Background: an optimization exercise with open tools, aiming at small area, a short achievable clock period and few clock cycles. Do not read the settings as production practice.
Only simulation tests tie the RTL to the original design; equivalence was not proved.
No activity file was given, so power comes from the tool's default toggle rates.

==> design.v <==
module add_pfx #(
    parameter W = 32
) (
    input  wire [W-1:0] a,
    input  wire [W-1:0] b,
    input  wire         ci,
    output wire [W-1:0] s,
    output wire         co
);
    localparam L = (W <= 2) ? 1 : (W <= 4) ? 2 : (W <= 8) ? 3 : (W <= 16) ? 4 : (W <= 32) ? 5 : 6;
    wire [W-1:0] g0 = a & b;
    wire [W-1:0] p0 = a ^ b;
    wire [W-1:0] G [0:L];
    wire [W-1:0] P [0:L];
    assign G[0] = {g0[W-1:1], g0[0] | (p0[0] & ci)};
    assign P[0] = p0;
    genvar l, i;
    generate
        for (l = 0; l < L; l = l + 1) begin : lv
            for (i = 0; i < W; i = i + 1) begin : bt
                if (((i >> l) & 1) == 1) begin : op
                    assign G[l+1][i] = G[l][i] | (P[l][i] & G[l][((i >> l) << l) - 1]);
                    assign P[l+1][i] = P[l][i] & P[l][((i >> l) << l) - 1];
                end else begin : pass
                    assign G[l+1][i] = G[l][i];
                    assign P[l+1][i] = P[l][i];
                end
            end
        end
    endgenerate
    assign s  = p0 ^ {G[L][W-2:0], ci};
    assign co = G[L][W-1];
endmodule
module inc_pfx #(
    parameter W = 24
) (
    input  wire [W-1:0] a,
    input  wire         ci,
    output wire [W-1:0] s,
    output wire         co
);
    localparam L = (W <= 2) ? 1 : (W <= 4) ? 2 : (W <= 8) ? 3 : (W <= 16) ? 4 : (W <= 32) ? 5 : 6;
    wire [W-1:0] P [0:L];
    assign P[0] = a;
    genvar l, i;
    generate
        for (l = 0; l < L; l = l + 1) begin : lv
            for (i = 0; i < W; i = i + 1) begin : bt
                if (((i >> l) & 1) == 1) begin : op
                    assign P[l+1][i] = P[l][i] & P[l][((i >> l) << l) - 1];
                end else begin : pass
                    assign P[l+1][i] = P[l][i];
                end
            end
        end
    endgenerate
    assign s  = a ^ ({P[L][W-2:0], 1'b1} & {W{ci}});
    assign co = ci & P[L][W-1];
endmodule
module add_rc #(
    parameter W = 32
) (
    input  wire [W-1:0] a,
    input  wire [W-1:0] b,
    input  wire         ci,
    output wire [W-1:0] s,
    output wire         co
);
    wire [W:0] c;
    assign c[0] = ci;
    genvar i;
    generate
        for (i = 0; i < W; i = i + 1) begin : bt
            assign s[i]   = a[i] ^ b[i] ^ c[i];
            assign c[i+1] = (a[i] & b[i]) | (a[i] & c[i]) | (b[i] & c[i]);
        end
    endgenerate
    assign co = c[W];
endmodule
module cmp_u #(
    parameter W = 32
) (
    input  wire [W-1:0] a,
    input  wire [W-1:0] b,
    output wire         lt,
    output wire         eq
);
    localparam N = (W <= 2) ? 2 : (W <= 4) ? 4 : (W <= 8) ? 8 : (W <= 16) ? 16 : (W <= 32) ? 32 : 64;
    reg [N-1:0] l, e;
    integer i, s;
    always @* begin
        for (i = 0; i < N; i = i + 1) begin
            if (i < W) begin
                l[i] = ~a[i] & b[i];
                e[i] = ~(a[i] ^ b[i]);
            end else begin
                l[i] = 1'b0;
                e[i] = 1'b1;
            end
        end
        for (s = 1; s < N; s = s * 2)
            for (i = 0; i < N; i = i + 2 * s) begin
                l[i] = l[i+s] | (e[i+s] & l[i]);
                e[i] = e[i+s] & e[i];
            end
    end
    assign lt = l[0];
    assign eq = e[0];
endmodule
module fp32_lt (
    input  wire [31:0] a,
    input  wire [31:0] b,
    output wire        lt
);
    wire mlt, meq;
    cmp_u #(31) u_c (.a(a[30:0]), .b(b[30:0]), .lt(mlt), .eq(meq));
    wire both0 = (a[30:0] == 31'd0) && (b[30:0] == 31'd0);
    assign lt = both0 ? 1'b0 :
                (a[31] != b[31]) ? a[31] :
                !a[31] ? mlt : !(mlt | meq);
endmodule
module fp32_clamp (
    input  wire [31:0] x,
    input  wire [31:0] lo,
    input  wire [31:0] hi,
    output wire [31:0] y
);
    wire below, above;
    fp32_lt u_lo (.a(x),  .b(lo), .lt(below));
    fp32_lt u_hi (.a(hi), .b(x),  .lt(above));
    assign y = below ? lo : (above ? hi : x);
endmodule
module fp32_step_mul (
    input  wire [30:0] step,
    input  wire [1:0]  n,
    output reg  [30:0] y
);
    wire        sub = (step[30:23] == 8'd0);
    wire [23:0] m   = {!sub, step[22:0]};
    wire [23:0] p3;                        
    wire        p3c;
    add_pfx #(24) u_p3 (.a(m), .b({m[22:0], 1'b0}), .ci(1'b0), .s(p3[23:0]), .co(p3c));
    wire [25:0] p = {p3c & m[23], p3c ^ m[23], p3[23:0]};
    reg  [23:0] sig;
    reg         rnd;
    reg  [1:0]  eadd;
    reg  [23:0] sr;
    reg         c;
    reg  [8:0]  ef;
    wire [23:0] sr_w;
    wire        c_w;
    inc_pfx #(24) u_inc (.a(sig), .ci(rnd), .s(sr_w), .co(c_w));
    always @* begin
        if (p[25]) begin
            sig = p[25:2]; rnd = p[1] & (p[0] | p[2]); eadd = 2'd2;
        end else if (p[24]) begin
            sig = p[24:1]; rnd = p[0] & p[1]; eadd = 2'd1;
        end else begin
            sig = p[23:0]; rnd = 1'b0; eadd = 2'd0;
        end
        sr = sr_w;
        c  = c_w;
        if (sr[23] | c) ef = {1'b0, sub ? 8'd1 : step[30:23]} + {7'd0, eadd} + {8'd0, c};
        else            ef = 9'd0;
        case (n)
            2'd2: begin
                if (sub)                       y = {step[29:0], 1'b0};
                else if (step[30:23] == 8'hFE) y = 31'h7F800000;
                else                           y = {step[30:23] + 8'd1, step[22:0]};
            end
            2'd3: y = (ef >= 9'd255) ? 31'h7F800000 : {ef[7:0], sr[22:0]};
            default: y = step;
        endcase
    end
endmodule
module fp32_add_s1 (
    input  wire [31:0] a,
    input  wire [31:0] b,
    output wire [27:0] r,         
    output wire [7:0]  ex,
    output wire        sx,
    output wire        b_inf
);
    assign b_inf = (b[30:23] == 8'hFF);
    wire blt, beq;
    cmp_u #(31) u_c (.a(a[30:0]), .b(b[30:0]), .lt(blt), .eq(beq));
    wire        swap = blt;                      
    wire [30:0] x = swap ? b[30:0] : a[30:0];
    wire [30:0] z = swap ? a[30:0] : b[30:0];
    assign sx = swap ? b[31] : a[31];
    wire        sub = a[31] ^ b[31];
    wire        xn = (x[30:23] != 8'd0);
    wire        zn = (z[30:23] != 8'd0);
    wire [23:0] mx = {xn, x[22:0]};
    wire [23:0] mz = {zn, z[22:0]};
    assign ex = xn ? x[30:23] : 8'd1;
    wire [7:0]  ez = zn ? z[30:23] : 8'd1;
    wire [7:0]  d;
    wire        dco;
    add_pfx #(8) u_d (.a(ex), .b(~ez), .ci(1'b1), .s(d), .co(dco));
    wire [4:0]  ds = (d[7:5] != 3'd0) ? 5'd31 : d[4:0];
    reg  [4:0] tz;
    integer i;
    always @* begin
        tz = 5'd31;
        for (i = 23; i >= 0; i = i - 1)
            if (mz[i]) tz = i[4:0] + 5'd3;
    end
    wire st = (ds > tz);
    wire [26:0] zsh = {mz, 3'b000} >> ds;
    wire [26:0] zs  = {zsh[26:1], zsh[0] | st};
    wire [27:0] ya  = {1'b0, mx, 3'b000};
    wire [27:0] yb  = {1'b0, zs} ^ {28{sub}};
    wire        rco;
    add_pfx #(28) u_r (.a(ya), .b(yb), .ci(sub), .s(r), .co(rco));
endmodule
module fp32_add_s2 (
    input  wire [27:0] r,
    input  wire [7:0]  ex,
    input  wire        sx,
    input  wire        b_inf,
    input  wire        sb,
    output reg  [31:0] y
);
    reg  [4:0]  lz;
    reg  [4:0]  sh;
    reg  [26:0] rn;
    reg  [23:0] sig;
    reg         g, s, rnd, c;
    reg  [7:0]  e;
    reg  [22:0] fr;
    reg  [8:0]  ef;
    wire [22:0] fr_w;
    wire        c_w;
    inc_pfx #(23) u_inc (.a(sig[22:0]), .ci(rnd), .s(fr_w), .co(c_w));
    integer     i;
    always @* begin
        lz = 5'd27;
        for (i = 0; i < 27; i = i + 1)
            if (r[i]) lz = 5'd26 - i[4:0];
        sh = ({3'd0, lz} > ex - 8'd1) ? (ex[4:0] - 5'd1) : lz;
        rn = r[26:0] << sh;
        if (r[27]) begin
            sig = r[27:4]; g = r[3]; s = |r[2:0]; e = ex + 8'd1;
        end else begin
            sig = rn[26:3]; g = rn[2]; s = rn[1] | rn[0]; e = ex - {3'd0, sh};
        end
        rnd = g & (s | sig[0]);
        fr = fr_w;
        c  = c_w;
        ef = {1'b0, sig[23] ? e : 8'd0} + {8'd0, c};
        if (b_inf)                y = {sb, 8'hFF, 23'd0};
        else if (r == 28'd0)      y = 32'd0;
        else if (ef >= 9'd255)    y = {sx, 8'hFF, 23'd0};
        else                      y = {sx, ef[7:0], fr};
    end
endmodule
module pddcss_core (
    input  wire        clk,
    input  wire        rst,             
    input  wire [31:0] cfg_init,
    input  wire [31:0] cfg_min,
    input  wire [31:0] cfg_max,
    input  wire [31:0] cfg_fine,
    input  wire [31:0] cfg_coarse,
    input  wire [31:0] cfg_timeout_ms,
    input  wire        cfg_dir_rev,
    input  wire        cmd_valid,
    output wire        cmd_ready,
    input  wire [31:0] cmd_data,
    output reg         rsp_valid,
    output reg  [1:0]  rsp_status,      
    output reg         rsp_ret_valid,
    output wire [31:0] rsp_ret,
    output reg  [8:0]  rsp_events,
    output reg  [1:0]  rsp_skip_op,
    output wire [31:0] rsp_value,
    output wire        rsp_confirmed,
    output wire        rsp_fine,
    output wire        rsp_pstate,
    output wire        rsp_run_flag,
    output wire [4:0]  rsp_flags
);
    localparam [1:0] DIR_ZERO = 2'b00, DIR_POS = 2'b01, DIR_NEG = 2'b11;
    reg        rdy;                      
    reg        cv;                       
    reg [31:0] cr;
    reg        cok;                      
    reg [1:0]  ph;                       
    reg [1:0]  ini;                      
    reg        dead;                     
    reg [31:0] time_ms;
    reg        dir_rev;
    reg [1:0]  last_phase;
    reg [1:0]  step_seq;
    reg [1:0]  step_dir;
    reg [1:0]  last_dir;
    reg [31:0] last_detent_time;
    reg [31:0] count;                    
    reg        count_z;
    reg [2:0]  pressed;
    reg [31:0] last_db_time [0:2];
    reg        woke;
    reg [2:0]  mm_valid;
    reg [31:0] mm_start [0:2];
    reg [10:0] fifo [0:2];               
    reg [31:0] value;
    reg [31:0] orig;
    reg        confirmed;
    reg        use_fine;
    reg [30:0] cur_step;                 
    reg [31:0] last_adj;
    reg        pstate;                   
    reg        suspended;                
    reg        run_flag;
    reg [4:0]  flags;
    reg [27:0] p_r;
    reg [7:0]  p_ex;
    reg        p_sx, p_binf, p_sb, p_conf, p_neg;
    reg        ret_cnt, ret_val, ret_step;
    reg [4:0]  ret_small;
    assign cmd_ready     = rdy;
    assign rsp_value     = value;
    assign rsp_confirmed = confirmed;
    assign rsp_fine      = use_fine;
    assign rsp_pstate    = pstate;
    assign rsp_run_flag  = run_flag;
    assign rsp_flags     = flags;
    assign rsp_ret = ({32{ret_cnt}} & count) | ({32{ret_val}} & value) |
                     {1'b0, {31{ret_step}} & cur_step} | {27'd0, ret_small};
    wire suspend_pending = pstate & ~suspended;
    wire cfg_bad_v = (cfg_init[30:23] == 8'hFF) || (cfg_min[30:23] == 8'hFF) ||
                     (cfg_max[30:23] == 8'hFF) ||
                     (cfg_fine[30:23] == 8'hFF) || cfg_fine[31] || (cfg_fine[30:0] == 31'd0) ||
                     (cfg_coarse[30:23] == 8'hFF) || cfg_coarse[31] || (cfg_coarse[30:0] == 31'd0);
    wire [7:0] i_op = cmd_data[31:24];
    wire i_zn  = (cmd_data[23:0] == 24'd0);
    wire i_znk = (cmd_data[22:0] == 23'd0);
    wire i_zb  = (cmd_data[22:18] == 5'd0) && (cmd_data[15:9] == 7'd0) &&
                 (cmd_data[7:0] == 8'd0) && (cmd_data[17:16] != 2'd3);
    reg i_ok;
    always @* begin
        case (i_op)
            8'h01:                               i_ok = (cmd_data[23:2] == 22'd0);
            8'h03:                               i_ok = (cmd_data[23:1] == 23'd0);
            8'h02, 8'h23, 8'h24, 8'h25, 8'h26, 8'h30: i_ok = i_zn;
            8'h10, 8'h12:                        i_ok = i_zb && !cmd_data[23];
            8'h11:                               i_ok = i_zb;
            8'h20, 8'h21, 8'h22, 8'h31, 8'h32:   i_ok = i_znk;
            8'h40:                               i_ok = (cmd_data[23:5] == 19'd0);
            8'h50:                               i_ok = !cmd_data[23];
            default:                             i_ok = 1'b0;
        endcase
    end
    wire ex = cv;                        
    wire [7:0] op  = cr[31:24];
    wire       k   = cr[23];
    wire [1:0] btn = cr[17:16];
    wire       lvl = cr[8];
    wire o_phase  = op == 8'h01, o_enc_read = op == 8'h02, o_set_dir = op == 8'h03;
    wire o_bedge  = op == 8'h10, o_bserv = op == 8'h11, o_bcheck = op == 8'h12;
    wire o_rotate = op == 8'h20, o_confirm = op == 8'h21, o_toggle = op == 8'h22;
    wire o_check_to = op == 8'h23, o_get_val = op == 8'h24, o_is_conf = op == 8'h25;
    wire o_get_step = op == 8'h26, o_suspend = op == 8'h30, o_wake = op == 8'h31;
    wire o_reconcile = op == 8'h32, o_flags = op == 8'h40, o_tick = op == 8'h50;
    wire b0 = (btn == 2'd0), b1 = (btn == 2'd1), b2 = (btn == 2'd2);
    wire [31:0] stamp =
        ({32{o_phase}}             & last_detent_time) |
        ({32{o_bserv & b0}}        & last_db_time[0]) |
        ({32{o_bserv & b1}}        & last_db_time[1]) |
        ({32{(o_bserv & b2) | o_suspend}} & last_db_time[2]) |
        ({32{o_bcheck & b0}}       & mm_start[0]) |
        ({32{o_bcheck & b1}}       & mm_start[1]) |
        ({32{o_bcheck & b2}}       & mm_start[2]) |
        ({32{o_check_to}}          & last_adj);
    wire [31:0] el;
    wire        el_co;
    add_pfx #(32) u_el (.a(time_ms), .b(~stamp), .ci(1'b1), .s(el), .co(el_co));
    wire bounce_win = (el[31:3] == 29'd0) && !(el[2] && (el[1] || el[0]));           
    wire db_ok      = (el[31:5] != 27'd0) || (el[4] && el[3] && el[2] && el[1]);      
    wire mm_over    = (el[31:10] != 22'd0) ||                                         
                      (el[9:5] == 5'b11111 && (el[4] || (el[3] && el[2:0] != 3'd0)));
    wire grace_ok   = (el[31:6] != 26'd0) || (el[5] && el[4] && (el[3] || el[2] || el[1]));  
    wire to_lt;
    wire to_eq;
    cmp_u #(32) u_to (.a(cfg_timeout_ms), .b(el), .lt(to_lt), .eq(to_eq));
    wire adj_over = to_lt;                                                            
    wire        cnt_neg = count[31];
    wire        cnt_big = cnt_neg ? (count[30:2] != {29{1'b1}} || count[1:0] == 2'd0)
                                  : (count[30:2] != 29'd0);
    wire [1:0]  cnt_lo  = cnt_neg ? (~count[1:0] + 2'd1) : count[1:0];
    wire [1:0]  dmag    = cnt_big ? 2'd1 : cnt_lo;
    wire        d_zero  = count_z || (count == 32'd0);
    function [1:0] table_delta(input [1:0] from, input [1:0] to);
        case ({from, to})
            4'b0001, 4'b0111, 4'b1110, 4'b1000: table_delta = DIR_POS;
            4'b0010, 4'b1011, 4'b1101, 4'b0100: table_delta = DIR_NEG;
            default:                            table_delta = DIR_ZERO;
        endcase
    endfunction
    wire [31:0] cnt_base = count_z ? 32'd0 : count;
    reg        n_dead;
    reg        n_dir_rev;
    reg [1:0]  n_last_phase, n_step_seq, n_step_dir, n_last_dir;
    reg        ld_detent_time, clr_detent_time;
    reg        cnt_step, cnt_dec;
    reg        n_count_z;
    reg [2:0]  n_pressed, n_mm_valid;
    reg        ld_db, ld_mm;
    reg        n_woke;
    reg        fifo_push, fifo_pop;
    reg        ld_orig, ld_adj, ld_value_orig, fp_go, do_tick;
    reg        n_confirmed, n_use_fine;
    reg        n_pstate, n_suspended, n_run_flag;
    reg [4:0]  n_flags;
    reg [1:0]  r_status;
    reg        r_ret_valid, r_ret_cnt, r_ret_val, r_ret_step;
    reg [4:0]  r_ret_small;
    reg [8:0]  r_events;
    reg [1:0]  r_skip_op;
    reg        held;
    reg [1:0]  cur, dlt;
    reg [1:0]  seq;
    reg        msg, accept;
    wire [2:0] bsel = {b2, b1, b0};
    always @* begin
        n_dead = dead;
        n_dir_rev = dir_rev;
        n_last_phase = last_phase;
        n_step_seq = step_seq;
        n_step_dir = step_dir;
        n_last_dir = last_dir;
        ld_detent_time = 1'b0;
        clr_detent_time = 1'b0;
        cnt_step = 1'b0;
        cnt_dec = 1'b0;
        n_count_z = count_z;
        n_pressed = pressed;
        n_mm_valid = mm_valid;
        ld_db = 1'b0;
        ld_mm = 1'b0;
        n_woke = woke;
        fifo_push = 1'b0;
        fifo_pop = 1'b0;
        ld_orig = 1'b0;
        ld_adj = 1'b0;
        ld_value_orig = 1'b0;
        fp_go = 1'b0;
        do_tick = 1'b0;
        n_confirmed = confirmed;
        n_use_fine = use_fine;
        n_pstate = pstate;
        n_suspended = suspended;
        n_run_flag = run_flag;
        n_flags = flags;
        r_status = 2'd0;
        r_ret_valid = 1'b0;
        r_ret_cnt = 1'b0;
        r_ret_val = 1'b0;
        r_ret_step = 1'b0;
        r_ret_small = 5'd0;
        r_events = 9'd0;
        r_skip_op = 2'd0;
        cur = 2'd0;
        dlt = 2'd0;
        seq = 2'd0;
        msg = 1'b0;
        accept = 1'b0;
        held = 1'b0;
        if (suspended && !o_tick && !o_wake) held = 1'b1;
        if (o_bserv && ((|(bsel & {fifo[2] == 11'd1, fifo[1] == 11'd1, fifo[0] == 11'd1})) ||
                        (b2 && suspend_pending))) held = 1'b1;
        if (o_suspend && !(suspend_pending && grace_ok)) held = 1'b1;
        if (o_wake && !suspended) held = 1'b1;
        if (dead || !cok) begin
            r_status = 2'd2;
            n_dead = 1'b1;
        end else if (held) begin
            r_status = 2'd1;
        end else begin
            if (o_phase) begin
                cur = dir_rev ? {cr[0], cr[1]} : cr[1:0];
                dlt = table_delta(last_phase, cur);
                if (cur == last_phase) begin
                end else if (dlt == DIR_ZERO) begin
                    n_last_phase = cur;
                end else if (last_dir != DIR_ZERO && dlt != last_dir && bounce_win) begin
                end else begin
                    n_last_phase = cur;
                    seq = step_seq;
                    if (step_dir != DIR_ZERO && dlt != step_dir) seq = 2'd0;
                    n_step_dir = dlt;
                    if (seq == 2'd3) begin
                        cnt_step = 1'b1;
                        cnt_dec = dlt[1];
                        n_count_z = 1'b0;
                        n_last_dir = dlt;
                        ld_detent_time = 1'b1;
                        n_flags[0] = 1'b1;
                    end
                    n_step_seq = seq + 2'd1;
                end
            end
            if (o_enc_read) begin
                r_ret_valid = 1'b1;
                r_ret_cnt = !count_z;
                n_count_z = 1'b1;
            end
            if (o_set_dir) begin
                n_dir_rev = cr[0];
                n_last_phase = 2'd0;
                n_step_seq = 2'd0;
                n_step_dir = DIR_ZERO;
                n_last_dir = DIR_ZERO;
                clr_detent_time = 1'b1;
                n_count_z = 1'b1;
            end
            if (o_bedge) fifo_push = 1'b1;
            if (o_bserv) begin
                msg = |(bsel & {fifo[2][0], fifo[1][0], fifo[0][0]});
                fifo_pop = 1'b1;
                accept = ((|(bsel & pressed)) != msg) && db_ok && lvl == msg;
                if (accept) begin
                    n_pressed = (pressed & ~bsel) | (bsel & {3{msg}});
                    ld_db = 1'b1;
                    n_mm_valid = mm_valid & ~bsel;
                    if (msg) begin
                        r_events[2] = 1'b1;
                        if (b0) begin
                            n_flags[1] = 1'b1;
                            if (k) begin r_events[1] = 1'b1; r_skip_op = 2'd1; end
                            else if (!confirmed) begin n_confirmed = 1'b1; r_events[0] = 1'b1; n_flags[3] = 1'b1; end
                        end else if (b1) begin
                            n_flags[2] = 1'b1;
                            if (k) begin r_events[1] = 1'b1; r_skip_op = 2'd2; end
                            else begin n_use_fine = !use_fine; r_events[0] = 1'b1; n_flags[3] = 1'b1; end
                        end
                    end else begin
                        r_events[3] = 1'b1;
                        if (b2) begin
                            if (woke) begin
                                n_woke = 1'b0;
                                if (k) begin r_events[1] = 1'b1; r_skip_op = 2'd3; end
                                else n_run_flag = 1'b1;
                            end else if (!pstate) begin
                                n_pstate = 1'b1;
                                r_events[5] = 1'b1;
                                n_flags[4] = 1'b1;
                                if (k) begin r_events[1] = 1'b1; r_skip_op = 2'd3; end
                                else n_run_flag = 1'b0;
                            end
                        end
                    end
                end
            end
            if (o_bcheck) begin
                if ((|(bsel & pressed)) && !lvl) begin
                    if (!(|(bsel & mm_valid))) begin
                        n_mm_valid = mm_valid | bsel;
                        ld_mm = 1'b1;
                    end else if (mm_over) begin
                        n_pressed = pressed & ~bsel;
                        n_mm_valid = mm_valid & ~bsel;
                        if (b2) n_woke = 1'b0;
                        r_events[4] = 1'b1;
                    end
                end else begin
                    n_mm_valid = mm_valid & ~bsel;
                end
            end
            if (o_rotate) begin
                n_count_z = 1'b1;
                if (!d_zero) begin
                    if (k) begin r_events[1] = 1'b1; r_skip_op = 2'd0; end
                    else begin
                        fp_go = 1'b1;
                        if (confirmed) begin
                            ld_orig = 1'b1;
                            n_confirmed = 1'b0;
                        end
                        ld_adj = 1'b1;
                    end
                end
            end
            if (o_confirm) begin
                if (k) begin r_events[1] = 1'b1; r_skip_op = 2'd1; end
                else if (!confirmed) begin n_confirmed = 1'b1; r_events[0] = 1'b1; n_flags[3] = 1'b1; end
            end
            if (o_toggle) begin
                if (k) begin r_events[1] = 1'b1; r_skip_op = 2'd2; end
                else begin n_use_fine = !use_fine; r_events[0] = 1'b1; n_flags[3] = 1'b1; end
            end
            if (o_check_to) begin
                if (!confirmed && adj_over) begin
                    ld_value_orig = 1'b1;
                    n_confirmed = 1'b1;
                    r_events[0] = 1'b1;
                    n_flags[3] = 1'b1;
                end
            end
            if (o_get_val) begin
                r_ret_valid = 1'b1;
                r_ret_val = 1'b1;
            end
            if (o_is_conf) begin
                r_ret_valid = 1'b1;
                r_ret_small = {4'd0, confirmed};
            end
            if (o_get_step) begin
                r_ret_valid = 1'b1;
                r_ret_step = 1'b1;
            end
            if (o_suspend) begin
                n_suspended = 1'b1;
                r_events[6] = 1'b1;
                r_events[7] = 1'b1;
            end
            if (o_wake) begin
                n_suspended = 1'b0;
                n_pstate = 1'b0;
                n_pressed[2] = 1'b1;
                n_woke = 1'b1;
                r_events[8] = 1'b1;
                if (k) begin r_events[1] = 1'b1; r_skip_op = 2'd3; end
                else n_run_flag = 1'b1;
                r_events[5] = 1'b1;
                n_flags[4] = 1'b1;
            end
            if (o_reconcile) begin
                if (k) begin r_events[1] = 1'b1; r_skip_op = 2'd3; end
                else n_run_flag = !pstate;
            end
            if (o_flags) begin
                r_ret_valid = 1'b1;
                r_ret_small = flags & cr[4:0];
                n_flags = flags & ~cr[4:0];
            end
            if (o_tick) do_tick = 1'b1;
        end
    end
    wire ex_rot = ex && fp_go;
    wire [30:0] step2 = (cur_step[30:23] == 8'd0) ? {cur_step[29:0], 1'b0} :
                        (cur_step[30:23] == 8'hFE) ? 31'h7F800000 :
                        {cur_step[30:23] + 8'd1, cur_step[22:0]};
    wire        d3 = (dmag == 2'd3);
    wire        pass_a = ex_rot & d3;         
    wire        pass_b1 = (ph == 2'd2);       
    wire [31:0] s1_a = pass_a ? {1'b0, cur_step} : value;
    wire [31:0] s1_b = pass_a ? {1'b0, step2} :
                       pass_b1 ? {p_neg, count[30:0]} :
                       {cnt_neg, (dmag == 2'd2) ? step2 : cur_step};
    wire [27:0] s1_r;
    wire [7:0]  s1_ex;
    wire        s1_sx, s1_binf;
    fp32_add_s1 u_s1 (.a(s1_a), .b(s1_b), .r(s1_r), .ex(s1_ex),
                      .sx(s1_sx), .b_inf(s1_binf));
    wire [31:0] sum;
    fp32_add_s2 u_s2 (.r(p_r), .ex(p_ex), .sx(p_sx), .b_inf(p_binf), .sb(p_sb), .y(sum));
    wire [31:0] cx = (ini == 2'd1) ? cfg_min : (ini == 2'd2) ? cfg_init : sum;
    wire below, above;
    fp32_lt u_lo (.a(cx),      .b(cfg_min), .lt(below));
    fp32_lt u_hi (.a(cfg_max), .b(cx),      .lt(above));
    wire [31:0] clamped = below ? cfg_min : (above ? cfg_max : cx);
    wire sp_changed = p_conf || (below ? (cfg_min != value) :
                                 above ? (cfg_max != value) : (sum != value));
    wire [31:0] time_sum;
    wire        time_co;
    add_pfx #(32) u_time (.a(time_ms), .b({9'd0, cr[22:0]}), .ci(1'b0), .s(time_sum), .co(time_co));
    wire [31:0] cnt_x = cnt_base ^ {32{cnt_dec}};
    reg  [31:0] cnt_inc;
    reg         cc;
    integer     j;
    always @* begin
        cc = 1'b1;
        for (j = 0; j < 32; j = j + 1) begin
            cnt_inc[j] = cnt_x[j] ^ cc;
            cc = cc & cnt_x[j];
        end
    end
    wire [31:0] cnt_next = cnt_inc ^ {32{cnt_dec}};
    function [10:0] push_fifo(input [10:0] f, input l);
        integer q;
        reg above;
        begin
            above = 1'b0;
            push_fifo = f;
            for (q = 10; q >= 0; q = q - 1) begin
                if (!above && f[q]) begin
                    push_fifo[q] = l;
                    if (q < 10) push_fifo[q + 1] = 1'b1;
                end
                above = above | f[q];
            end
        end
    endfunction
    wire acc = cmd_valid && rdy;
    wire wr  = ex && !fp_go;             
    wire s2  = (ph == 2'd3);             
    integer b;
    always @(posedge clk) begin
        cr  <= cmd_data;
        cok <= i_ok;
        p_r <= s1_r;
        p_ex <= s1_ex;
        p_sx <= s1_sx;
        p_binf <= s1_binf;
        p_sb <= s1_b[31];
        if (ex) begin
            p_conf <= confirmed;
            p_neg <= cnt_neg;
        end
        if (rst) begin
            rdy <= 1'b0;
            cv <= 1'b0;
            ph <= 2'd0;
            ini <= 2'd1;
            dead <= cfg_bad_v;
            time_ms <= 32'd0;
            dir_rev <= cfg_dir_rev;
            last_phase <= 2'd0;
            step_seq <= 2'd0;
            step_dir <= DIR_ZERO;
            last_dir <= DIR_ZERO;
            last_detent_time <= 32'd0;
            count_z <= 1'b1;
            pressed <= 3'd0;
            mm_valid <= 3'd0;
            woke <= 1'b0;
            for (b = 0; b < 3; b = b + 1) begin
                last_db_time[b] <= 32'd0;
                fifo[b] <= 11'd1;
            end
            confirmed <= 1'b1;
            use_fine <= 1'b1;
            cur_step <= cfg_fine[30:0];
            last_adj <= 32'd0;
            pstate <= 1'b0;
            suspended <= 1'b0;
            run_flag <= 1'b1;
            flags <= 5'd0;
            rsp_valid <= 1'b0;
        end else begin
            rdy <= !(acc && cmd_data[31:24] == 8'h20) && !(ex && fp_go && d3) && (ph != 2'd1);
            cv  <= acc;
            ph  <= (ex && fp_go) ? (d3 ? 2'd1 : 2'd3) : (ph == 2'd1) ? 2'd2 : (ph == 2'd2) ? 2'd3 : 2'd0;
            ini <= (ini == 2'd1) ? 2'd2 : 2'd0;
            rsp_valid <= wr || s2;
            if (ini == 2'd1) dead <= dead | above;
            if (ini == 2'd2) begin
                value <= clamped;
                orig <= clamped;
            end
            if (ph == 2'd1) count <= sum;
            if (ex) begin
                dead <= n_dead;
                if (do_tick) time_ms <= time_sum;
                dir_rev <= n_dir_rev;
                last_phase <= n_last_phase;
                step_seq <= n_step_seq;
                step_dir <= n_step_dir;
                last_dir <= n_last_dir;
                if (ld_detent_time) last_detent_time <= time_ms;
                if (clr_detent_time) last_detent_time <= 32'd0;
                if (cnt_step) count <= cnt_next;
                count_z <= n_count_z;
                pressed <= n_pressed;
                mm_valid <= n_mm_valid;
                woke <= n_woke;
                for (b = 0; b < 3; b = b + 1) begin
                    if (bsel[b]) begin
                        if (ld_db) last_db_time[b] <= time_ms;
                        if (ld_mm) mm_start[b] <= time_ms;
                        if (fifo_push && !fifo[b][10]) fifo[b] <= push_fifo(fifo[b], lvl);
                        if (fifo_pop) fifo[b] <= {1'b0, fifo[b][10:1]};
                    end
                end
                if (ld_value_orig) value <= orig;
                if (ld_orig) orig <= value;
                confirmed <= n_confirmed;
                use_fine <= n_use_fine;
                cur_step <= n_use_fine ? cfg_fine[30:0] : cfg_coarse[30:0];
                if (ld_adj) last_adj <= time_ms;
                pstate <= n_pstate;
                suspended <= n_suspended;
                run_flag <= n_run_flag;
                flags <= n_flags;
            end
            if (s2) begin
                value <= clamped;
                if (sp_changed) flags[3] <= 1'b1;
            end
            if (wr) begin
                rsp_status <= r_status;
                rsp_ret_valid <= r_ret_valid;
                ret_cnt <= r_ret_cnt;
                ret_val <= r_ret_val;
                ret_step <= r_ret_step;
                ret_small <= r_ret_small;
                rsp_events <= r_events;
                rsp_skip_op <= r_skip_op;
            end
            if (s2) begin
                rsp_status <= 2'd0;
                rsp_ret_valid <= 1'b0;
                ret_cnt <= 1'b0;
                ret_val <= 1'b0;
                ret_step <= 1'b0;
                ret_small <= 5'd0;
                rsp_events <= {8'd0, sp_changed};
                rsp_skip_op <= 2'd0;
            end
        end
    end
endmodule
==> run.sh <==
#!/bin/bash
# synth_recipe.tcl (not shown) runs the flow's synth.tcl, then flattens the netlist and writes it again
# the make line also repeats each setting of config.mk as NAME=value (left out here)
make -C /OpenROAD-flow-scripts/flow DESIGN_CONFIG=/design/flow/config.mk WORK_HOME=/design/flow/orfs CLKGATE_MAP_FILE= SYNTH_SCRIPT=/design/flow/synth_recipe.tcl finish
==> config.mk <==
export PLATFORM = sky130hd
export DESIGN_NAME = pddcss_core
export DESIGN_NICKNAME = pddcss_core
export VERILOG_FILES = /design/flow/design.v
export SDC_FILE = /design/flow/constraint.sdc
export NUM_CORES = 4
export LEC_CHECK = 0
export ABC_AREA = 1
export ABC_CLOCK_PERIOD_IN_PS = 11000
export CAP_MARGIN = 20
export CORE_MARGIN = 2
export CORE_UTILIZATION = 40
export SLEW_MARGIN = 20
==> constraint.sdc <==
create_clock -name core_clock -period 48.0 [get_ports {clk}]
set_input_delay 9.6000 -clock core_clock [delete_from_list [all_inputs] [get_ports {clk}]]
set_output_delay 9.6000 -clock core_clock [all_outputs]
set_load 0.01 [all_outputs]
==> results of run 1 <==
## worst max-delay path, delay by kind of cell (launching register included)
family,cells,cell delay [ns]
and+or+nand+nor,42,8.15
buffers and inverters,11,2.98
AOI/OAI and AO/OA,14,2.59
DFF,1,0.37
xor gates and xnor gates,4,0.99
adders and majority gates,6,2.09
## power breakdown
group | total (uW) | switching [uW] | internal (uW)
clock network | 527 | 218 | 309
registers | 593 | 47.2 | 546
logic | 1520 | 1080 | 442
## stage by stage
| step | util (%) | instance area [um^2] | hold WS [ns] |
|---|---|---|---|
| detailed placement | 44.0 | 48500 | 0.454 |
| finish | 46.0 | 50800 | 0.467 |
| global route | 46.0 | 50800 | 0.476 |
| CTS | 46.0 | 50800 | 0.465 |
| floorplan | - | 44400 | 0.437 |
| global placement | 44.0 | 48500 | 0.452 |
## cells by family (layout without fill, tap and decap cells)
family                     after synthesis  count (layout)
AOI/OAI and AO/OA                     1592            1592
xor gates and xnor gates               147             147
adders and majority gates              288             288
buffers and inverters                 1052            1243
DFF                                    578             578
muxes                                   35              35
other                                    0               3
and+or+nand+nor                       2659            2659
## cell type report
cell class | count | area (um^2)
antenna | 3 | 7.51
clock buffer | 90 | 1950
clock inverter | 31 | 312
fill | 11231 | 59500
inverter | 744 | 2840
multi-input combinational | 4721 | 26200
sequential | 578 | 14100
tap | 1488 | 1860
timing repair buffer | 378 | 3650
## metal layers
metal | track usage, % | part of all wire [%] | up-vias
li1 | - | - | 21893
met1 | 40.4 | 41 | 21542
met2 | 50.2 | 45 | 2062
met3 | 4.23 | 7.6 | 409
met4 | 19.8 | 7.2 | 4
met5 | 0 | 0.011 | -
## cells in the mapped netlist, types with 12 or more instances
cell	count	area share (%)
fa_1	16	0.72
o21ai_0	614	6.9
nand4_1	95	1.3
a22oi_1	54	0.91
nand2_2	35	0.49
nand3_1	324	3.7
xor2_1	116	2.3
nand2_1	1510	13
nor3_1	93	1.0
a21oi_1	458	5.2
a32o_1	19	0.43
nor4_1	63	0.89
buf_1	19	0.16
buf_6	12	0.30
o21ai_1	66	0.74
or2_2	14	0.20
inv_1	696	5.9
nor2_1	470	4.0
o22ai_1	24	0.34
nor2_2	15	0.21
buf_2	24	0.27
clkinv_1	14	0.12
mux2_2	15	0.38
dfxtp_1	330	15
o211ai_1	92	1.6
mux2i_1	20	0.45
xnor2_1	26	0.51
a211oi_1	45	0.76
o221ai_1	20	0.39
clkbuf_1	230	1.9
o21a_1	15	0.25
a31oi_1	38	0.54
o21ai_2	19	0.38
edfxtp_1	248	17
ha_1	272	7.7
a221oi_1	48	0.95
inv_2	27	0.23
## final timing paths
check              start           to  slack (ns)  depth (start not counted)
max reg2reg       cr[24]      p_r[27]       30.59                         77
min reg2reg  step_seq[1]  step_seq[1]        0.47                          2
min          step_seq[1]  step_seq[1]        0.47                          2
max               cr[24]      p_r[27]       30.59                         77
==> impl_metrics.toml, run 1 <==
[floorplanning]
coreArea_mm2 = 0.110
die_area_mm2 = 0.114
num_rows = 122
num_io_pins = 317
start_util_pct = 40.2
die_w_um = 337
die_h_um = 337

[clocking]
cts-root-buf = "clkbuf_16"
hold_buffers = 0
post_cts_buffers = 0
cts_max_level = 3
cts_buffer_depth = 3
cts_resized = 0
cts.sinks = 578
clk_pin_slew_ns = 0.06
cts_buffers = 67
tritoncts = "built"
clock_latency_ns = 0.64

[power]
total_power_uw = 2640
power_density_mw_per_mm2 = 52.0
ir_drop_uv = 37.4
power_leakage_uw = 0.0223

[sta]
fin_setup_tns_ns = 0
hold_viol = 0
fin_crit_ns = 17.41
fin_skew_ns = 0.0305
fin_crit_sh_pct = 36.3
setup_ws_ns = 30.59
setup_viol = 0
slew_viol_final = 0
max_freq_ghz = 0.0574
tightestPinTransition_ns = 1.10
max_slew_margin_pct = 26.4
grt_setup_unrepaired = "false"

[place]
io_buffers = 316
dp.cells = 7908
dp_slack_ns = 30.94
dpl.hpwl_um = 141000
gp_congestion = 1.02

[setup_path]
cp-end-kind = "flop"
cp-start-kind = "flop"
cp_slowest_cell = "inv_1"
crit_top_cell = "nand2_1"
cp.required_ns = 48.52
crit_type = "reg2reg"
arrival_ns = 17.93
max_stage_delay_ns = 0.83
path_max_fanout = 88

[synthesis]
synth_edf_count = 248
synth_seq_cells = 578
syn_avg_cell_area_um2 = 6.99
synth_adder_area_share_pct = 8.39
ys.flop_type = "dfxtp_1"
synthSimpleGateAreaFrac_pct = 25.5
yosys_warnings = 12
syn_area_mm2 = 0.0444
synth.distinct_cells = 91
synth_top_family_by_area = "simple AND/OR/NAND/NOR gates"
synthArstFlopShare_pct = 0
synth_compound_area_share_pct = 21.0
synth_nets = 6867
synthXorXnorAreaFrac_pct = 2.99
ys_seq_area_share_pct = 31.7
syn_inst = 6351
synthMuxAreaShare_pct = 0.832

[finish]
fin_nets = 7006
syn_to_final_growth_pct = 14.5
mostFrequentLayoutCells = "nand2_1 (1508), inv_1 (693), o21ai_0 (612)"
layout_commonest_cell = "nand2_1"
drive_gt1_share_pct = 5.66
largestRegisters = "last_db_time x96, mm_start x96, fifo x33"
finalNonFillerCells = 8033

[grt]
grt_max_degree = 100
grt_overflow = 0
grt_pass1_vias = 42244
antenna_found_initial = 7
grtUsageTotal_pct = 31.6
grt_pass1_wl_um = 270000

[detailed_routing]
drtIter0Drc = 4731
postRouteAntennaNets = 0
routed_wl_um = 185000
avgRoutedWirePerCell_um = 23.0
drc = 0
vias_per_cell = 5.72
num_vias = 45910
first_pass_iters = 8

[flow_run]
maxCapViolCount = 0

[worst_hold_path]
hp-class = "reg2reg"

[outcome]
status = "complete, no violations"
Testbench counts, summed over its fixed seeds: cycles 33,993.
==> run 2: changes to the inputs <==
--- a/design.v
+++ b/design.v
@@ -286,8 +286,10 @@
     reg        cv;                       
     reg [31:0] cr;
     reg        cok;                      
+    reg        c_rot;                    
     reg [1:0]  ph;                       
     reg [1:0]  ini;                      
+    reg [31:0] cmin, cmax, ctmo;         
     reg        dead;                     
     reg [31:0] time_ms;
     reg        dir_rev;
@@ -383,7 +385,7 @@
     wire grace_ok   = (el[31:6] != 26'd0) || (el[5] && el[4] && (el[3] || el[2] || el[1]));  
     wire to_lt;
     wire to_eq;
-    cmp_u #(32) u_to (.a(cfg_timeout_ms), .b(el), .lt(to_lt), .eq(to_eq));
+    cmp_u #(32) u_to (.a(ctmo), .b(el), .lt(to_lt), .eq(to_eq));
     wire adj_over = to_lt;                                                            
     wire        cnt_neg = count[31];
     wire        cnt_big = cnt_neg ? (count[30:2] != {29{1'b1}} || count[1:0] == 2'd0)
@@ -398,7 +400,6 @@
             default:                            table_delta = DIR_ZERO;
         endcase
     endfunction
-    wire [31:0] cnt_base = count_z ? 32'd0 : count;
     reg        n_dead;
     reg        n_dir_rev;
     reg [1:0]  n_last_phase, n_step_seq, n_step_dir, n_last_dir;
@@ -643,8 +644,8 @@
                         (cur_step[30:23] == 8'hFE) ? 31'h7F800000 :
                         {cur_step[30:23] + 8'd1, cur_step[22:0]};
     wire        d3 = (dmag == 2'd3);
-    wire        pass_a = ex_rot & d3;         
     wire        pass_b1 = (ph == 2'd2);       
+    wire        pass_a = c_rot & d3 & !pass_b1;   
     wire [31:0] s1_a = pass_a ? {1'b0, cur_step} : value;
     wire [31:0] s1_b = pass_a ? {1'b0, step2} :
                        pass_b1 ? {p_neg, count[30:0]} :
@@ -656,28 +657,33 @@
                       .sx(s1_sx), .b_inf(s1_binf));
     wire [31:0] sum;
     fp32_add_s2 u_s2 (.r(p_r), .ex(p_ex), .sx(p_sx), .b_inf(p_binf), .sb(p_sb), .y(sum));
-    wire [31:0] cx = (ini == 2'd1) ? cfg_min : (ini == 2'd2) ? cfg_init : sum;
+    wire [31:0] cx = (ini == 2'd1) ? cmin : (ini == 2'd2) ? value : sum;
     wire below, above;
-    fp32_lt u_lo (.a(cx),      .b(cfg_min), .lt(below));
-    fp32_lt u_hi (.a(cfg_max), .b(cx),      .lt(above));
-    wire [31:0] clamped = below ? cfg_min : (above ? cfg_max : cx);
-    wire sp_changed = p_conf || (below ? (cfg_min != value) :
-                                 above ? (cfg_max != value) : (sum != value));
-    wire [31:0] time_sum;
-    wire        time_co;
-    add_pfx #(32) u_time (.a(time_ms), .b({9'd0, cr[22:0]}), .ci(1'b0), .s(time_sum), .co(time_co));
-    wire [31:0] cnt_x = cnt_base ^ {32{cnt_dec}};
-    reg  [31:0] cnt_inc;
-    reg         cc;
+    fp32_lt u_lo (.a(cx),   .b(cmin), .lt(below));
+    fp32_lt u_hi (.a(cmax), .b(cx),   .lt(above));
+    wire [31:0] clamped = below ? cmin : (above ? cmax : cx);
+    wire sp_changed = p_conf || (below ? (cmin != value) :
+                                 above ? (cmax != value) : (sum != value));
+    wire [22:0] time_lo;
+    wire        time_c23;
+    add_rc #(23) u_time (.a(time_ms[22:0]), .b(cr[22:0]), .ci(1'b0), .s(time_lo), .co(time_c23));
+    wire [8:0]  time_hi1 = time_ms[31:23] + 9'd1;
+    wire [31:0] time_sum = {time_c23 ? time_hi1 : time_ms[31:23], time_lo};
+    reg  [31:0] cnt_inc, cnt_dcr;
+    reg         cc, cb;
     integer     j;
     always @* begin
         cc = 1'b1;
+        cb = 1'b1;
         for (j = 0; j < 32; j = j + 1) begin
-            cnt_inc[j] = cnt_x[j] ^ cc;
-            cc = cc & cnt_x[j];
+            cnt_inc[j] = count[j] ^ cc;
+            cc = cc & count[j];
+            cnt_dcr[j] = count[j] ^ cb;
+            cb = cb & !count[j];
         end
     end
-    wire [31:0] cnt_next = cnt_inc ^ {32{cnt_dec}};
+    wire [31:0] cnt_next = count_z ? (cnt_dec ? 32'hFFFFFFFF : 32'd1) :
+                           (cnt_dec ? cnt_dcr : cnt_inc);
     function [10:0] push_fifo(input [10:0] f, input l);
         integer q;
         reg above;
@@ -700,6 +706,7 @@
     always @(posedge clk) begin
         cr  <= cmd_data;
         cok <= i_ok;
+        c_rot <= (i_op == 8'h20);
         p_r <= s1_r;
         p_ex <= s1_ex;
         p_sx <= s1_sx;
@@ -709,31 +716,32 @@
             p_conf <= confirmed;
             p_neg <= cnt_neg;
         end
+        cmin <= cfg_min;
+        cmax <= cfg_max;
+        ctmo <= cfg_timeout_ms;
         if (rst) begin
+            value <= cfg_init;
             rdy <= 1'b0;
             cv <= 1'b0;
             ph <= 2'd0;
             ini <= 2'd1;
             dead <= cfg_bad_v;
-            time_ms <= 32'd0;
             dir_rev <= cfg_dir_rev;
             last_phase <= 2'd0;
             step_seq <= 2'd0;
             step_dir <= DIR_ZERO;
             last_dir <= DIR_ZERO;
-            last_detent_time <= 32'd0;
             count_z <= 1'b1;
             pressed <= 3'd0;
             mm_valid <= 3'd0;
             woke <= 1'b0;
             for (b = 0; b < 3; b = b + 1) begin
-                last_db_time[b] <= 32'd0;
+                last_db_time[b] <= time_ms;
                 fifo[b] <= 11'd1;
             end
             confirmed <= 1'b1;
             use_fine <= 1'b1;
             cur_step <= cfg_fine[30:0];
-            last_adj <= 32'd0;
             pstate <= 1'b0;
             suspended <= 1'b0;
             run_flag <= 1'b1;
@@ -760,7 +768,6 @@
                 step_dir <= n_step_dir;
                 last_dir <= n_last_dir;
                 if (ld_detent_time) last_detent_time <= time_ms;
-                if (clr_detent_time) last_detent_time <= 32'd0;
                 if (cnt_step) count <= cnt_next;
                 count_z <= n_count_z;
                 pressed <= n_pressed;
--- a/config.mk
+++ b/config.mk
@@ -7,7 +7,7 @@
 export LEC_CHECK = 0
 export ABC_AREA = 1
 export ABC_CLOCK_PERIOD_IN_PS = 11000
-export CAP_MARGIN = 20
+export CAP_MARGIN = 50
 export CORE_MARGIN = 2
-export CORE_UTILIZATION = 40
-export SLEW_MARGIN = 20
+export CORE_UTILIZATION = 60
+export SLEW_MARGIN = 70
==> impl_metrics.toml, run 2 <==
[outcome]
status = "complete, no violations"

[synthesis]
syn_avg_cell_area_um2 = 7.61
synth_area_leader_cell = "edfxtp_1"
synth_top_area_share_pct = 27.3
synth.distinct_cells = 80
synth_area_leaders = "edfxtp_1 (27%), nand2_1 (12%), dfxtp_1 (12%)"
synthArstFlopShare_pct = 0
yosys_warnings = 12
synth_edf_count = 408
ys_seq_area_share_pct = 39.2
syn_inst = 5893
syn_area_mm2 = 0.0449
synth_nets = 6376
synth_most_common_cell = "nand2_1"
synth_seq_cells = 675
ys.flop_type = "edfxtp_1"
yosys-top-cells-count = "nand2_1 (1453), inv_1 (720), nand3_1 (424)"

[clocking]
cts_buffers = 73
cts_max_level = 3
hold_buffers = 0
clock_latency_ns = 0.68
cts.sinks = 675
cts_resized = 0
tritoncts = "built"
cts_buffer_depth = 3
clk_pin_slew_ns = 0.06
cts-root-buf = "clkbuf_16"
post_cts_buffers = 0

[sta]
max_slew_margin_pct = 64.7
grt_setup_unrepaired = "false"
max_freq_ghz = 0.0811
setup_ws_ns = 35.67
holdWs_ns = 0.468
fin_crit_ns = 12.33
hold_viol = 0
setup_viol = 0
slew_viol_final = 0
tightestPinTransition_ns = 0.528
fin_skew_ns = 0.0801
fin_setup_tns_ns = 0
fin_crit_sh_pct = 25.7

[power]
power_leakage_uw = 0.0221
power_density_mw_per_mm2 = 52.2
ir_drop_uv = 45.9

[floorplanning]
die_w_um = 277
start_util_pct = 60.5
num_io_pins = 317
coreArea_mm2 = 0.0742
num_rows = 100
die_h_um = 277
die_area_mm2 = 0.0770

[worst_hold_path]
hp-class = "reg2reg"
hold_path_depth = 2
min-delay-start = "step_dir[0]"
hold_end = "step_dir[0]"

[finish]
largestRegisters = "last_db_time x96, mm_start x96, fifo x33"
nFillCells = 5997
regArea_mm2 = 0.0176
multi_input_area_mm2 = 0.0241
layout_commonest_cell = "nand2_1"
fin_nets = 6605
mostFrequentLayoutCells = "nand2_1 (1441), inv_1 (702), nand3_1 (423)"
drive_gt1_share_pct = 8.02
syn_to_final_growth_pct = 16.7

[detailed_routing]
vias_per_cell = 6.27
drc = 0
num_vias = 44832
wl_met2_um = 71700
top_layer_used = "met5"
drt-met1-wl_um = 61400
drtIter0Drc = 6121
postRouteAntennaNets = 0
dr_wl_met3_um = 19300
routed_wl_um = 164000
first_pass_iters = 8
avgRoutedWirePerCell_um = 23.0

[grt]
grtUsageTotal_pct = 41.4
grt_overflow = 0
grt_pass1_vias = 41430
antenna_found_initial = 5
grt_pass1_wl_um = 245000
grt_max_degree = 83

[place]
io_buffers = 316
dp_slack_ns = 36.27
gp_congestion = 1.05
dpl.hpwl_um = 122000

[setup_path]
reg2reg_depth = 54
crit_type = "reg2out"
arrival_ns = 2.73
rrSetupSlack_ns = 36.57
r2r-start = "count[21]"
path_max_fanout = 5
cp-start-kind = "flop"
cp.required_ns = 38.40
cp-end-kind = "output port"
r2r_end = "p_r[17]"

[flow_run]
maxCapViolCount = 0
[run 2: layout make-up]
type                            instances  share of cell area [%]
Tap cell                              969                    2.32
Antenna cell                            2                 0.00956
Clock buffer                           90                    3.74
Sequential cell                       675                    33.6
Inverter                              765                    5.62
Multi-Input combinational cell       4207                    45.9
Clock inverter                         46                    1.11
Timing Repair Buffer                  400                    7.64
[run 2: per-layer routing]
metal  vias up  GRT usage [%]
li1      20698              -
met1     20692           52.8
met2      2853           64.4
met3       585           8.69
met4         4           26.0
met5         -              0
[run 2: cell families (layout without fill, tap and decap cells)]
kind of cell / Yosys count / after routing / share of synthesized area, %
AO/OA/AOI/OAI: 1182 / 1182 / 16.4
XOR/XNOR: 90 / 90 / 1.77
adder cells (fa/ha/maj): 256 / 256 / 7.70
buffers and inverters: 1011 / 1301 / 8.99
flip-flops: 675 / 675 / 39.2
multiplexers: 5 / 5 / 0.112
other: 0 / 2 / 0
AND/OR/NAND/NOR: 2674 / 2674 / 25.8
[run 2: power by group]
group	leakage (uW)	switching, uW	total, uW	internal, uW
Clock	0.00123	251	591	340
Combinational	0.0149	1020	1450	434
Sequential	0.00598	43.1	692	649
Total	0.0221	1310	2730	1420
[run 2: worst max-delay path by stage]
stage / from / end / slack [ns] / cells after the start
after floorplan: rst / mm_start[0][0] / 35.41 / 3
after global placement: count[22] / p_r[27] / 35.50 / 57
after detailed placement: rst / time_ms[25] / 36.27 / 6
after CTS: ret_cnt / rsp_ret[31] / 35.86 / 3
after global routing: count[16] / p_r[17] / 35.55 / 55
final: value[0] / rsp_ret[0] / 35.67 / 3
[run 2: worst max-delay path, cell delays in order (launching register included)]
cell	delay [ns]
dfxtp_1	0.50
clkinv_1	0.48
o221ai_1	0.37
clkdlybuf4s50_1	0.73
[run 2: through the flow]
step	cells	instance area (um^2)	util, %	power (uW)
2_1_floorplan	5893	44900	-	1630
3_3_place_gp	6982	48600	65.5	2040
3_5_place_dp	7003	49500	66.7	2070
4_1_cts	7139	52000	70.1	2660
5_1_grt	7152	52400	70.6	2880
6_report	7154	52400	70.6	2730
Testbench counts of run 2, summed over its fixed seeds: cycles 33,993.
==> run 3: changes to the inputs <==
--- a/config.mk
+++ b/config.mk
@@ -7,7 +7,7 @@
 export LEC_CHECK = 0
 export ABC_AREA = 1
 export ABC_CLOCK_PERIOD_IN_PS = 11000
-export CAP_MARGIN = 50
+export CAP_MARGIN = 20
 export CORE_MARGIN = 2
 export CORE_UTILIZATION = 60
-export SLEW_MARGIN = 70
+export SLEW_MARGIN = 20
==> impl_metrics.toml, run 3 <==
[outcome]
status = "complete, no violations"

[place]
dp.cells = 6982
dpl.hpwl_um = 121000
gp_congestion = 1.05
placed_area_mm2 = 0.0486
io_buffers = 316

[sta]
fin_crit_ns = 13.23
setup_viol = 0
hold_viol = 0
slew_viol_final = 0
tightestPinTransition_ns = 1.12
fin_setup_tns_ns = 0
fin_crit_sh_pct = 27.6
fin_skew_ns = 0.0620
max_slew_margin_pct = 25.4
max_freq_ghz = 0.0756
grt_setup_unrepaired = "false"

[finish]
fin_area_mm2 = 0.0511
finalNonFillerCells = 7119
drive_gt1_share_pct = 5.29
layout_commonest_cell = "nand2_1"
mostFrequentLayoutCells = "nand2_1 (1451), inv_1 (719), nand3_1 (424)"
syn_to_final_growth_pct = 14.0
largestRegisters = "last_db_time x96, mm_start x96, fifo x33"
fin_nets = 6570

[synthesis]
synth_edf_count = 408
synth.distinct_cells = 80
ys.flop_type = "edfxtp_1"
synth_compound_area_share_pct = 16.4
yosys_warnings = 12
synthMuxAreaShare_pct = 0.112
synth_adder_area_share_pct = 7.70
synthXorXnorAreaFrac_pct = 1.77
ys_seq_area_share_pct = 39.2
syn_inst = 5893
yosys-top-cells-count = "nand2_1 (1453), inv_1 (720), nand3_1 (424)"
synth_area_leader_cell = "edfxtp_1"
synth_nets = 6376
syn_area_mm2 = 0.0449
synthArstFlopShare_pct = 0
synth_top_family_by_area = "simple AND/OR/NAND/NOR gates"
synth_seq_cells = 675
synth_most_common_cell = "nand2_1"
synth_top_area_share_pct = 27.3
synthSimpleGateAreaFrac_pct = 25.8
syn_avg_cell_area_um2 = 7.61
synth_area_leaders = "edfxtp_1 (27%), nand2_1 (12%), dfxtp_1 (12%)"

[grt]
antenna_found_initial = 5
grt_overflow = 0
grt_max_degree = 96
grt_pass1_wl_um = 244000
grt_pass1_vias = 41325
grtUsageTotal_pct = 41.2

[setup_path]
max_stage_delay_ns = 0.88
path_max_fanout = 53
cp-end-kind = "flop"
cp.required_ns = 48.52
crit_top_cell = "nand2_1"
crit_type = "reg2reg"
cp_slowest_cell = "nand2_1"
cp-start-kind = "flop"
arrival_ns = 13.75

[detailed_routing]
num_vias = 44429
first_pass_iters = 9
avgRoutedWirePerCell_um = 22.8
vias_per_cell = 6.24
drtIter0Drc = 6149
postRouteAntennaNets = 0
routed_wl_um = 162000
drc = 0

[clocking]
cts_buffer_depth = 3
cts-root-buf = "clkbuf_16"
clock_latency_ns = 0.66
cts_resized = 0
tritoncts = "built"
post_cts_buffers = 0
hold_buffers = 0
cts.sinks = 675
clk_pin_slew_ns = 0.07
cts_buffers = 72
cts_max_level = 3

[floorplanning]
coreArea_mm2 = 0.0742
die_h_um = 277
num_rows = 100
start_util_pct = 60.5
die_area_mm2 = 0.0770
die_w_um = 277
num_io_pins = 317

[power]
seq_power_share_pct = 25.7
ir_drop_uv = 47.1
switching_power_uw = 1290
power_density_mw_per_mm2 = 52.6
pwr-share-comb_pct = 52.5
intPower_uw = 1400
clkPwrFrac_pct = 21.8
power_leakage_uw = 0.0216
switching_share_pct = 48.0

[worst_hold_path]
hp-class = "reg2reg"

[flow_run]
maxCapViolCount = 0
## run 3: cell types whose count changed in the layout (fill, tap and decap cells not counted), moves of 21 or more
cell / previous run / this run
buf_6: 21 / 0
o221ai_1: 26 / 47
o21ai_1: 98 / 73
buf_4: 27 / 50
o21ai_0: 290 / 323
o221ai_2: 21 / 0
## run 3: cell type report
type,count,area [um^2]
multi-input combinational,4207,23400
clock inverter,37,531
antenna,4,10.0
inverter,765,2880
tap,969,1210
clock buffer,96,2020
fill,6189,23100
timing repair buffer,366,3530
sequential,675,17600
## run 3: per-stage QoR
stage / util [%] / hold WS (ns) / power [uW] / setup WS (ns)
global route: 68.9 / 0.491 / 2840 / 33.47
finish: 68.9 / 0.477 / 2690 / 34.77
global placement: 65.5 / 0.441 / 2040 / 35.50
floorplan: - / 0.428 / 1630 / 35.41
CTS: 68.9 / 0.468 / 2630 / 35.24
detailed placement: 65.5 / 0.458 / 2050 / 35.24
## run 3: worst max-delay path: cells and delay by family (launching register included)
family | cells | cell delay [ns]
adder cells (fa/ha/maj) | 4 | 1.19
buffers and inverters | 8 | 2.07
AND/OR/NAND/NOR | 27 | 4.37
flip-flops | 1 | 0.43
AO/OA/AOI/OAI | 15 | 4.47
XOR/XNOR | 3 | 0.54
## run 3: kinds of logic after synthesis
group,count (synthesis)
AND/OR/NAND/NOR,2674
buffers and inverters,1011
adder cells (fa/ha/maj),256
XOR/XNOR,90
multiplexers,5
AO/OA/AOI/OAI,1182
flip-flops,675
## run 3: power groups by stage
stage,clock network [uW],logic (uW),registers (uW)
CTS,589,1360,687
global route,610,1540,691
global placement,0,1340,698
floorplan,0,950,683
finish,587,1410,690
detailed placement,0,1350,699
## run 3: final timing paths
kind	from	end	slack, ns	cells past startpoint
setup reg to reg	count[21]	p_r[27]	34.77	57
hold reg to reg	step_dir[0]	step_dir[0]	0.48	2
hold / removal	step_dir[0]	step_dir[0]	0.48	2
setup / recovery	count[21]	p_r[27]	34.77	57
## run 3: per-layer routing
metal | share of wire, % | wire length, um | GRT usage (%)
met1 | 37 | 60600 | 52.4
met5 | 0.015 | 25 | 0
met2 | 43 | 70600 | 63.4
met4 | 7.4 | 12000 | 26.6
met3 | 12 | 19100 | 9.10

port drivers added, routing unchanged:
In the flow no input, the clock included, has a driving cell. The finished layouts below were timed again as built, in two steps. Step 1 sets driving cells, clkbuf_16 on the clock port and buf_2 on the other inputs (assumed; they add their load-dependent delay and slew). Step 2 times the ports against the registers' clock, not the clock port: input delays grow and output delays shrink by t, the midpoint of the rising clock arrivals with the driver on. Three values: no drivers, after step 1, after step 2; two values: the first two.
| run | t (ns) | slack for setup (ns) | worst setup path at the end | clock arrival spread, ns | worst register clock-pin slew, ns |
|---|---|---|---|---|---|
| run 1 | 0.699 | 30.589 / 30.589 / 30.589 | register to register | 0.032 / 0.032 | 0.08 / 0.08 |
| run 2 | 0.711 | 35.666 / 35.594 / 36.207 | input to register | 0.083 / 0.083 | 0.07 / 0.07 |
| run 3 | 0.697 | 34.773 / 34.773 / 34.773 | register to register | 0.062 / 0.062 | 0.07 / 0.07 |
After both steps every run listed still meets setup and hold.
